From an optimization exercise on the open Yosys and OpenROAD flow, aimed at small area, a short achievable clock period and few clock cycles; shortcuts taken in it are not production practice. The RTL was checked by simulation tests, not by an equivalence proof against the original design. No activity file was given, so power comes from the tool's default toggle rates.

`flow/config.mk`:
```
export PLATFORM = sky130hd
export DESIGN_NAME = aptb_acf
export DESIGN_NICKNAME = aptb_acf
export VERILOG_FILES = /design/flow/design.v
export SDC_FILE = /design/flow/constraint.sdc
export NUM_CORES = 4
export LEC_CHECK = 0
export CAP_MARGIN = 20
export CORE_MARGIN = 2
export CORE_UTILIZATION = 30
export SLEW_MARGIN = 20
```
`flow/run.sh`:
```
#!/bin/bash
# synth_recipe.tcl (not shown) runs the flow's synth.tcl, then flattens the netlist and writes it again
# the make line also repeats each setting of config.mk as NAME=value (left out here)
make -C /OpenROAD-flow-scripts/flow DESIGN_CONFIG=/design/flow/config.mk WORK_HOME=/design/flow/orfs CLKGATE_MAP_FILE= SYNTH_SCRIPT=/design/flow/synth_recipe.tcl finish
```
`flow/constraint.sdc`:
```
create_clock -name core_clock -period 15.0 [get_ports {clk}]
set_input_delay 3.0000 -clock core_clock [delete_from_list [all_inputs] [get_ports {clk}]]
set_output_delay 3.0000 -clock core_clock [all_outputs]
set_load 0.01 [all_outputs]
```
`flow/design.v`:
```
module aptb_acf (
    input             clk,
    input             rst,           
    input             cmd_valid,
    output            cmd_ready,
    input      [31:0] cmd_word,      
    input      [31:0] cmd_data,      
    input      [31:0] cfg_fs,        
    input      [31:0] cfg_flo,       
    input      [31:0] cfg_fhi,       
    input      [15:0] cfg_tau,       
    output reg        rsp_valid,
    output reg [31:0] rsp_result,
    output reg [7:0]  rsp_err
);
    localparam NMAX = 256;
    localparam OP_INIT     = 8'h01;
    localparam OP_PUSH     = 8'h10;
    localparam OP_SIZE     = 8'h11;
    localparam OP_MINP     = 8'h12;
    localparam OP_LAG      = 8'h13;
    localparam OP_MAX      = 8'h14;
    localparam OP_MIN      = 8'h15;
    localparam OP_CORR     = 8'h16;
    localparam OP_PE_FREQ  = 8'h20;
    localparam OP_PE_PRED  = 8'h21;
    localparam OP_PE_HALF  = 8'h22;
    localparam OP_PE_WSIZE = 8'h23;
    localparam E_OK        = 8'h00;
    localparam E_BADCMD    = 8'h01;
    localparam E_NOTCFG    = 8'h02;
    localparam E_LAG       = 8'h03;
    localparam E_CFG_FS    = 8'h10;
    localparam E_CFG_FLO   = 8'h11;
    localparam E_CFG_ORDER = 8'h12;
    localparam E_CFG_DEGEN = 8'h14;
    localparam E_CFG_FRANGE= 8'h15;
    localparam E_CFG_CAP   = 8'h16;
    localparam S_IDLE     = 3'd0;
    localparam S_INIT_MP  = 3'd1;    
    localparam S_INIT_C   = 3'd2;    
    localparam S_SWEEP    = 3'd3;
    localparam S_PE       = 3'd4;
    localparam S_PE_DIV   = 3'd5;    
    reg [2:0] state;
    reg        cfgd;
    reg [31:0] a_fs;
    reg [31:0] a_flo;
    reg [31:0] a_fhi;
    reg [15:0] a_tau;
    reg [8:0]  n;           
    reg [6:0]  mp;          
    reg [NMAX-1:0] win;
    reg [7:0]      cnt;
    reg [1023:0]   corr;         
    reg [6:0] est_lag;
    reg [7:0] est_max;
    reg [7:0] est_min;
    reg [31:0] pe_f;
    reg        pe_hc;
    reg [6:0]  lastlag;
    reg        llv;
    reg [31:0] lastf;
    reg [6:0] sw_lag;
    reg       win_we;
    reg       corr_clr;
    reg       corr_we;
    reg [47:0] init_mp;
    reg         div_start;
    reg  [47:0] div_dividend;
    reg  [31:0] div_divisor;
    wire [47:0] div_q;
    wire [31:0] div_r;
    wire        div_done;
    aptb_div48 u_div (
        .clk      (clk),
        .rst      (rst),
        .start    (div_start),
        .dividend (div_dividend),
        .divisor  (div_divisor),
        .quotient (div_q),
        .remainder(div_r),
        .done     (div_done)
    );
    wire [NMAX-1:0] win_shift = win >> sw_lag;
    wire [8:0]      overlap   = n - {2'b00, sw_lag};
    wire [NMAX-1:0] ov_mask   = ~({NMAX{1'b1}} << overlap);
    wire [NMAX-1:0] diff      = (win ^ win_shift) & ov_mask;
    reg [8:0] lag_dist;
    integer k;
    always @(*) begin
        lag_dist = 9'd0;
        for (k = 0; k < NMAX; k = k + 1)
            lag_dist = lag_dist + {8'd0, diff[k]};
    end
    wire [7:0] half_n_m1 = n[8:1] - 8'd1;
    wire       sweep_last = ({1'b0, sw_lag} == half_n_m1);
    wire [23:0] conf_lhs = {est_max - est_min, 16'd0};
    wire [23:0] conf_rhs = a_tau * est_max;
    wire        confident = (est_max != 8'd0) && (conf_lhs >= conf_rhs);
    wire [7:0]  two_lag = {est_lag, 1'b0};
    wire [7:0]  hc_diff = (two_lag >= {1'b0, lastlag}) ? two_lag - {1'b0, lastlag}
                                                       : {1'b0, lastlag} - two_lag;
    wire        half_cycle = llv && (hc_diff <= 8'd1);
    wire [7:0] opc = cmd_word[7:0];
    wire       b   = cmd_word[8];
    wire       rsv_nz = |cmd_word[31:9];
    reg op_known;
    always @(*) begin
        case (opc)
            OP_INIT, OP_PUSH, OP_SIZE, OP_MINP, OP_LAG, OP_MAX, OP_MIN, OP_CORR,
            OP_PE_FREQ, OP_PE_PRED, OP_PE_HALF, OP_PE_WSIZE: op_known = 1'b1;
            default: op_known = 1'b0;
        endcase
    end
    wire bad_cmd = !op_known || rsv_nz || (b && opc != OP_PUSH);
    wire not_cfg = (opc != OP_INIT) && !cfgd;
    assign cmd_ready = (state == S_IDLE);
    wire   accept    = cmd_valid && cmd_ready;
    wire [47:0] fs_x = {cfg_fs, 16'd0};
    wire [47:0] a_fs_x = {a_fs, 16'd0};
    wire [47:0] c_val = div_q + {47'd0, (div_r != 32'd0)};
    reg  [8:0]  n_new;
    always @(*) begin
        if      (c_val <= 48'd1)  n_new = 9'd2;
        else if (c_val <= 48'd2)  n_new = 9'd4;
        else if (c_val <= 48'd4)  n_new = 9'd8;
        else if (c_val <= 48'd8)  n_new = 9'd16;
        else if (c_val <= 48'd16) n_new = 9'd32;
        else if (c_val <= 48'd32) n_new = 9'd64;
        else if (c_val <= 48'd64) n_new = 9'd128;
        else                      n_new = 9'd256;
    end
    wire [63:0] mp_shift = {init_mp, 16'd0};
    wire [31:0] corr_lag = cmd_data;
    wire        corr_bad = (corr_lag < {25'd0, mp}) || (corr_lag >= {24'd0, n[8:1]});
    always @(*) begin
        win_we   = (state == S_IDLE) && accept && !bad_cmd && !not_cfg &&
                   (opc == OP_PUSH) && !(cnt == 8'd0 && b);
        corr_clr = (state == S_INIT_C) && div_done && (init_mp != 48'd0) &&
                   (c_val <= 48'd128) &&
                   !(({32'd0, a_fs} >= mp_shift) || (a_fs_x < {40'd0, n_new[8:1]}));
        corr_we  = (state == S_SWEEP);
    end
    genvar g;
    generate
        for (g = 0; g < NMAX; g = g + 1) begin : g_win
            always @(posedge clk)
                if (win_we && cnt == g) win[g] <= b;
        end
        for (g = 0; g < 128; g = g + 1) begin : g_corr
            always @(posedge clk)
                if (corr_clr)
                    corr[8*g +: 8] <= 8'd0;
                else if (corr_we && sw_lag == g)
                    corr[8*g +: 8] <= lag_dist[7:0];
        end
    endgenerate
    always @(posedge clk) begin
        div_start <= 1'b0;
        rsp_valid <= 1'b0;
        if (rst) begin
            state     <= S_IDLE;
            cfgd      <= 1'b0;
            cnt       <= 8'd0;
            rsp_result <= 32'd0;
            rsp_err   <= 8'd0;
        end else begin
            case (state)
            S_IDLE: begin
                if (accept) begin
                    rsp_result <= 32'd0;
                    rsp_err    <= E_OK;
                    if (bad_cmd) begin
                        rsp_valid <= 1'b1;
                        rsp_err   <= E_BADCMD;
                    end else if (not_cfg) begin
                        rsp_valid <= 1'b1;
                        rsp_err   <= E_NOTCFG;
                    end else begin
                        case (opc)
                        OP_INIT: begin
                            if (cfg_fs == 32'd0) begin
                                rsp_valid <= 1'b1; rsp_err <= E_CFG_FS; cfgd <= 1'b0;
                            end else if (cfg_flo == 32'd0) begin
                                rsp_valid <= 1'b1; rsp_err <= E_CFG_FLO; cfgd <= 1'b0;
                            end else if (cfg_fhi <= cfg_flo) begin
                                rsp_valid <= 1'b1; rsp_err <= E_CFG_ORDER; cfgd <= 1'b0;
                            end else begin
                                cfgd  <= 1'b0;
                                a_fs  <= cfg_fs;
                                a_flo <= cfg_flo;
                                a_fhi <= cfg_fhi;
                                a_tau <= cfg_tau;
                                div_start    <= 1'b1;
                                div_dividend <= fs_x;
                                div_divisor  <= cfg_fhi;
                                state <= S_INIT_MP;
                            end
                        end
                        OP_PUSH: begin
                            if (cnt == 8'd0 && b) begin
                                rsp_valid <= 1'b1;
                            end else begin
                                if ({1'b0, cnt} + 9'd1 == n) begin
                                    sw_lag <= mp;
                                    state  <= S_SWEEP;
                                end else begin
                                    cnt       <= cnt + 8'd1;
                                    rsp_valid <= 1'b1;
                                end
                            end
                        end
                        OP_SIZE, OP_PE_WSIZE: begin
                            rsp_valid <= 1'b1; rsp_result <= {23'd0, n};
                        end
                        OP_MINP: begin
                            rsp_valid <= 1'b1; rsp_result <= {25'd0, mp};
                        end
                        OP_LAG: begin
                            rsp_valid <= 1'b1; rsp_result <= {25'd0, est_lag};
                        end
                        OP_MAX: begin
                            rsp_valid <= 1'b1; rsp_result <= {24'd0, est_max};
                        end
                        OP_MIN: begin
                            rsp_valid <= 1'b1; rsp_result <= {24'd0, est_min};
                        end
                        OP_CORR: begin
                            rsp_valid <= 1'b1;
                            if (corr_bad) rsp_err <= E_LAG;
                            else          rsp_result <= {24'd0, corr[{corr_lag[6:0], 3'b000} +: 8]};
                        end
                        OP_PE_FREQ: begin
                            rsp_valid <= 1'b1; rsp_result <= pe_f;
                        end
                        OP_PE_PRED: begin
                            rsp_valid <= 1'b1; rsp_result <= lastf;
                        end
                        OP_PE_HALF: begin
                            rsp_valid <= 1'b1; rsp_result <= {31'd0, pe_hc};
                        end
                        default: begin
                            rsp_valid <= 1'b1; rsp_err <= E_BADCMD;
                        end
                        endcase
                    end
                end
            end
            S_INIT_MP: begin
                if (div_done) begin
                    init_mp      <= div_q;
                    div_start    <= 1'b1;
                    div_dividend <= a_fs_x;
                    div_divisor  <= a_flo;
                    state        <= S_INIT_C;
                end
            end
            S_INIT_C: begin
                if (div_done) begin
                    rsp_valid <= 1'b1;
                    state     <= S_IDLE;
                    if (init_mp == 48'd0) begin
                        rsp_err <= E_CFG_DEGEN;
                    end else if (c_val > 48'd128) begin
                        rsp_err <= E_CFG_CAP;
                    end else if (({32'd0, a_fs} >= mp_shift) ||
                                 (a_fs_x < {40'd0, n_new[8:1]})) begin
                        rsp_err <= E_CFG_FRANGE;
                    end else begin
                        cfgd       <= 1'b1;
                        n          <= n_new;
                        mp         <= init_mp[6:0];
                        cnt        <= 8'd0;
                        est_lag    <= init_mp[6:0];
                        est_max    <= 8'd0;
                        est_min    <= 8'd0;
                        pe_f       <= 32'd0;
                        pe_hc      <= 1'b0;
                        lastlag    <= 7'd0;
                        llv        <= 1'b0;
                        lastf      <= 32'd0;
                        rsp_result <= {23'd0, n_new};
                    end
                end
            end
            S_SWEEP: begin
                if (sw_lag == mp) begin
                    est_max <= lag_dist[7:0];
                    est_min <= lag_dist[7:0];
                    est_lag <= sw_lag;
                end else begin
                    if (lag_dist[7:0] > est_max) est_max <= lag_dist[7:0];
                    if (lag_dist[7:0] < est_min) begin
                        est_min <= lag_dist[7:0];
                        est_lag <= sw_lag;
                    end
                end
                if (sweep_last) state <= S_PE;
                else            sw_lag <= sw_lag + 7'd1;
            end
            S_PE: begin
                cnt <= 8'd0;
                if (confident) begin
                    div_start    <= 1'b1;
                    div_dividend <= a_fs_x;
                    div_divisor  <= {25'd0, est_lag};
                    state        <= S_PE_DIV;
                end else begin
                    pe_f       <= 32'd0;
                    pe_hc      <= 1'b0;
                    rsp_valid  <= 1'b1;
                    rsp_result <= 32'd1;
                    state      <= S_IDLE;
                end
            end
            S_PE_DIV: begin
                if (div_done) begin
                    pe_f       <= div_q[31:0];
                    pe_hc      <= half_cycle;
                    lastlag    <= est_lag;
                    llv        <= 1'b1;
                    lastf      <= div_q[31:0];
                    rsp_valid  <= 1'b1;
                    rsp_result <= 32'd1;
                    state      <= S_IDLE;
                end
            end
            default: state <= S_IDLE;
            endcase
        end
    end
endmodule
module aptb_div48 (
    input             clk,
    input             rst,
    input             start,
    input      [47:0] dividend,
    input      [31:0] divisor,
    output reg [47:0] quotient,
    output     [31:0] remainder,
    output reg        done
);
    reg [32:0] rem;
    reg [5:0]  count;
    reg        busy;
    wire [32:0] trial = {rem[31:0], quotient[47]};
    wire [33:0] sub   = {1'b0, trial} - {2'b00, divisor};
    assign remainder = rem[31:0];
    always @(posedge clk) begin
        done <= 1'b0;
        if (rst) begin
            busy <= 1'b0;
        end else if (start) begin
            rem      <= 33'd0;
            quotient <= dividend;
            count    <= 6'd48;
            busy     <= 1'b1;
        end else if (busy) begin
            if (!sub[33]) begin
                rem      <= sub[32:0];
                quotient <= {quotient[46:0], 1'b1};
            end else begin
                rem      <= trial;
                quotient <= {quotient[46:0], 1'b0};
            end
            count <= count - 6'd1;
            if (count == 6'd1) begin
                busy <= 1'b0;
                done <= 1'b1;
            end
        end
    end
endmodule
```
==> summary.md <==
| Metric | Value |
|---|---|
| Synth top area cells | `dfxtp_1, edfxtp_1, mux4_2` |
| DRC viols | `0` |
| Worst Hold Class | `flip-flop to flip-flop` |
| Critical Path Fanout Max | `59` |
| Post-detailed-route count of antenna-violating nets | `0` |
| Library cells used by synthesis | `86` |
| Leakage | `48.8 nW` |
| Post-CTS sizing | `0` |
| GRT Residual Overflow | `0` |
| Overall Power | `9.80 mW` |
| CP Buf/Inv Count | `10` |
| Number of max-slew violations in the final report | `0` |
| Via-to-Cell Ratio | `5.55` |
| Site Rows | `224` |
| Critical path arrival | `15.12 ns` |
| Top cell family by delay on the critical path | `adder cells` |
| EDFF count, synth | `652` |
| Largest net degree at the start of global routing | `196` |
| Share of flip-flops with an asynchronous set or reset | `0%` |
| Drt total wl | `475 mm` |
| Buffers on Ports | `216` |
| Max Cap Viol | `0` |
| Starting Density | `30.1%` |
| Placer congestion estimate | `1.06` |
| Max Root-Sink Buffers | `4` |
| CTS tree | `built` |
| Post-synth top flop | `dfxtp_1` |
| Core Area | `372000 um2` |
| Filler instances | `38300` |
| I/O Pins | `221` |
| Relative slew slack | `11.0%` |
| Crit path kind | `flip-flop to flip-flop` |
| Commonest cells in the netlist | `nor2_1, nand2_1, a21oi_1` |
| Hold violation count in the final report | `0` |
| Startpoint Class | `flip-flop` |
| Yosys warning total | `2` |
| Root Driver | `clkbuf_16` |
| H-tree depth | `4` |
| Post-layout nets | `12500` |
| Yosys reg bits | `1728` |
| Worst Setup End Kind | `flip-flop` |
| CP required | `15.53 ns` |
| DP HPWL | `362 mm` |
| Hold buffers post-CTS | `0` |
| Detailed Routing Iterations Pass 1 | `8` |
| Final setup viols | `0` |
| Share of cells above drive strength 1 | `11.7%` |
| Wirelength per Cell | `28.0 um` |
| Detailed Route Iter0 Violations | `11400` |
| Total track usage | `24.2%` |
| Pwr dens | `77.9 nW/um2` |
| Post-synthesis average cell area | `9.32 um2` |
| Sequential area share after synthesis | `36.7%` |
| Storage element area | `41100 um2` |
| Worst-path clk slew | `0.07 ns` |
| Worst-Skew Late Latency | `0.91 ns` |
| Via count | `93900` |
| Fin crit period | `14.59 ns` |
| RSZ-0062 raised after global routing | `false` |
| Clock Skew | `0.144 ns` |
| Die Area | `379000 um2` |
| Top-count cell post-synth | `nor2_1` |
| Crit-path slowest cell | `o21ai_0` |
| Area grow syn2layout | `12.2%` |
| Worst-Margin Slew | `1.33 ns` |
| Crit share post-route | `97.2%` |
| Cells after Synth | `12000` |
| Initial antenna violation count | `39` |
| Post CTS Setup Buffer Count | `0` |
| Area leader, netlist | `dfxtp_1` |
| Yosys top cell area share | `19.2%` |
| Area of the multi-input gates | `65800 um2` |
| Die width | `615 um` |
| Crit path largest cell delay | `1.04 ns` |
| CTS Buf Count | `191` |
| Synthesized area | `112000 um2` |
| Vias in the first global route | `88600` |
| Sum of negative setup slack | `0 ns` |
| Max IR drop VDD | `0.0860 mV` |
| Chip Height | `615 um` |
| First-pass GRT wire length | `668 mm` |
| Fmax | `68.6 MHz` |
| Sink Count | `1728` |
| Critical path's most frequent cell | `fa_1` |
| Status | `no timing/DRC/antenna violations` |
## per-stage QoR
stage          std cells  cell area [um2]  worst slack (ns)  hold slack, ns  util, %
4_1_cts            16900           126000             0.920           0.452     33.7
6_report           16900           126000             0.413           0.452     33.8
3_5_place_dp       16600           120000             0.968           0.444     32.1
3_3_place_gp       16600           119000             0.847           0.439     32.1
2_1_floorplan      12000           112000             0.529           0.421        -
5_1_grt            16900           126000             0.215           0.469     33.8
## cell usage in the layout (no fill, tap or decap), types with 152 or more instances in the layout
cell	count
xnor2_1	201
clkbuf_16	191
ha_1	238
nand2_1	1425
buf_4	231
mux4_2	655
edfxtp_1	652
fa_1	330
xor2_1	152
dfxtp_1	1074
inv_1	509
clkdlybuf4s50_1	210
mux2i_1	667
o21ai_0	480
nor2_1	2161
nand3_1	268
a21oi_1	1138
## final cells by class
cell class,count,share of cell area (%)
Clock buffer,253,4.18
Timing Repair Buffer,475,3.55
Antenna cell,39,0.0776
Sequential cell,1728,32.7
Multi-Input combinational cell,8866,52.3
Tap cell,4972,4.95
Inverter,516,1.56
Clock inverter,79,0.673
## tightest hold or removal path, delay by kind of cell, from the launching register on
family | cells | cell delay [ns]
simple gates | 1 | 0.05
flops | 1 | 0.31
compound gates | 1 | 0.05
## path summary, 6_finish.rpt
| check | start | endpoint | slack, ns | cells past startpoint |
|---|---|---|---|---|
| hold reg to reg | corr[216] | corr[216] | 0.45 | 2 |
| setup / recovery | sw_lag[1] | est_lag[6] | 0.41 | 43 |
| hold / removal | corr[216] | corr[216] | 0.45 | 2 |
| setup reg to reg | sw_lag[1] | est_lag[6] | 0.41 | 43 |
## registers in the layout (all words and copies together), names as in the netlist, 8 cells and up
| register | flops |
|---|---|
| win | 256 |
| pe_f | 32 |
| lastf | 32 |
| u_div.rem | 32 |
| a_flo | 32 |
| a_tau | 16 |
| rsp_result | 32 |
| u_div.quotient | 48 |
| a_fs | 32 |
| est_min | 8 |
| div_divisor | 32 |
| cnt | 8 |
| corr | 1024 |
| n | 8 |
| init_mp | 48 |
| div_dividend | 32 |
| est_max | 8 |
## kinds of logic after synthesis
family                   after synthesis  synth area share, %
XOR/XNOR                             365                 2.86
multiplexers                        1401                 19.9
flip-flops                          1728                 36.7
other                                  1              0.00334
AO/OA/AOI/OAI                       2111                 10.7
AND/OR/NAND/NOR                     4415                 16.3
adder cells (fa/ha/maj)              570                 8.58
buffers and inverters               1438                 5.06
## layer usage
| metal | GRT usage (%) | vias to the layer above | part of all wire, % |
|---|---|---|---|
| li1 | - | 41700 | - |
| met5 | 0 | - | 0.024 |
| met2 | 36.7 | 4408 | 44 |
| met3 | 4.58 | 954 | 8.4 |
| met1 | 32.6 | 46800 | 42 |
| met4 | 12.8 | 16 | 6.2 |
## power breakdown
group	switching [mW]	total (mW)	internal (mW)
clock network	2.00	4.71	2.71
registers	0.00155	4.85	4.85
logic	0.138	0.242	0.104
Testbench counts, summed over its fixed seeds: cycles 54,308.

re-timing with driven ports:
The results above use ideal ports. As a check the final layout listed here was re-extracted and re-timed, cells and wires unchanged. Step 1 assumes that a clkbuf_16 drives the clock port and a buf_2 every other input. Step 2 also shifts input and output timing later by t, the mid clock arrival at the registers, as if the neighbouring blocks saw the same clock. a / b / c = ideal ports / drivers / drivers and shift; a / b = the first two.
shift t [ns]: 0.939
slack for setup (ns): 0.413 / 0.413 / 0.413
latest minus earliest clock arrival (ns): 0.143 / 0.143
worst register clock-pin slew, ns: 0.08 / 0.08
After both steps setup and hold are still met in this run. The setup slack of this run moves by 0.000 ns with the drivers and by 0.000 ns with both steps.
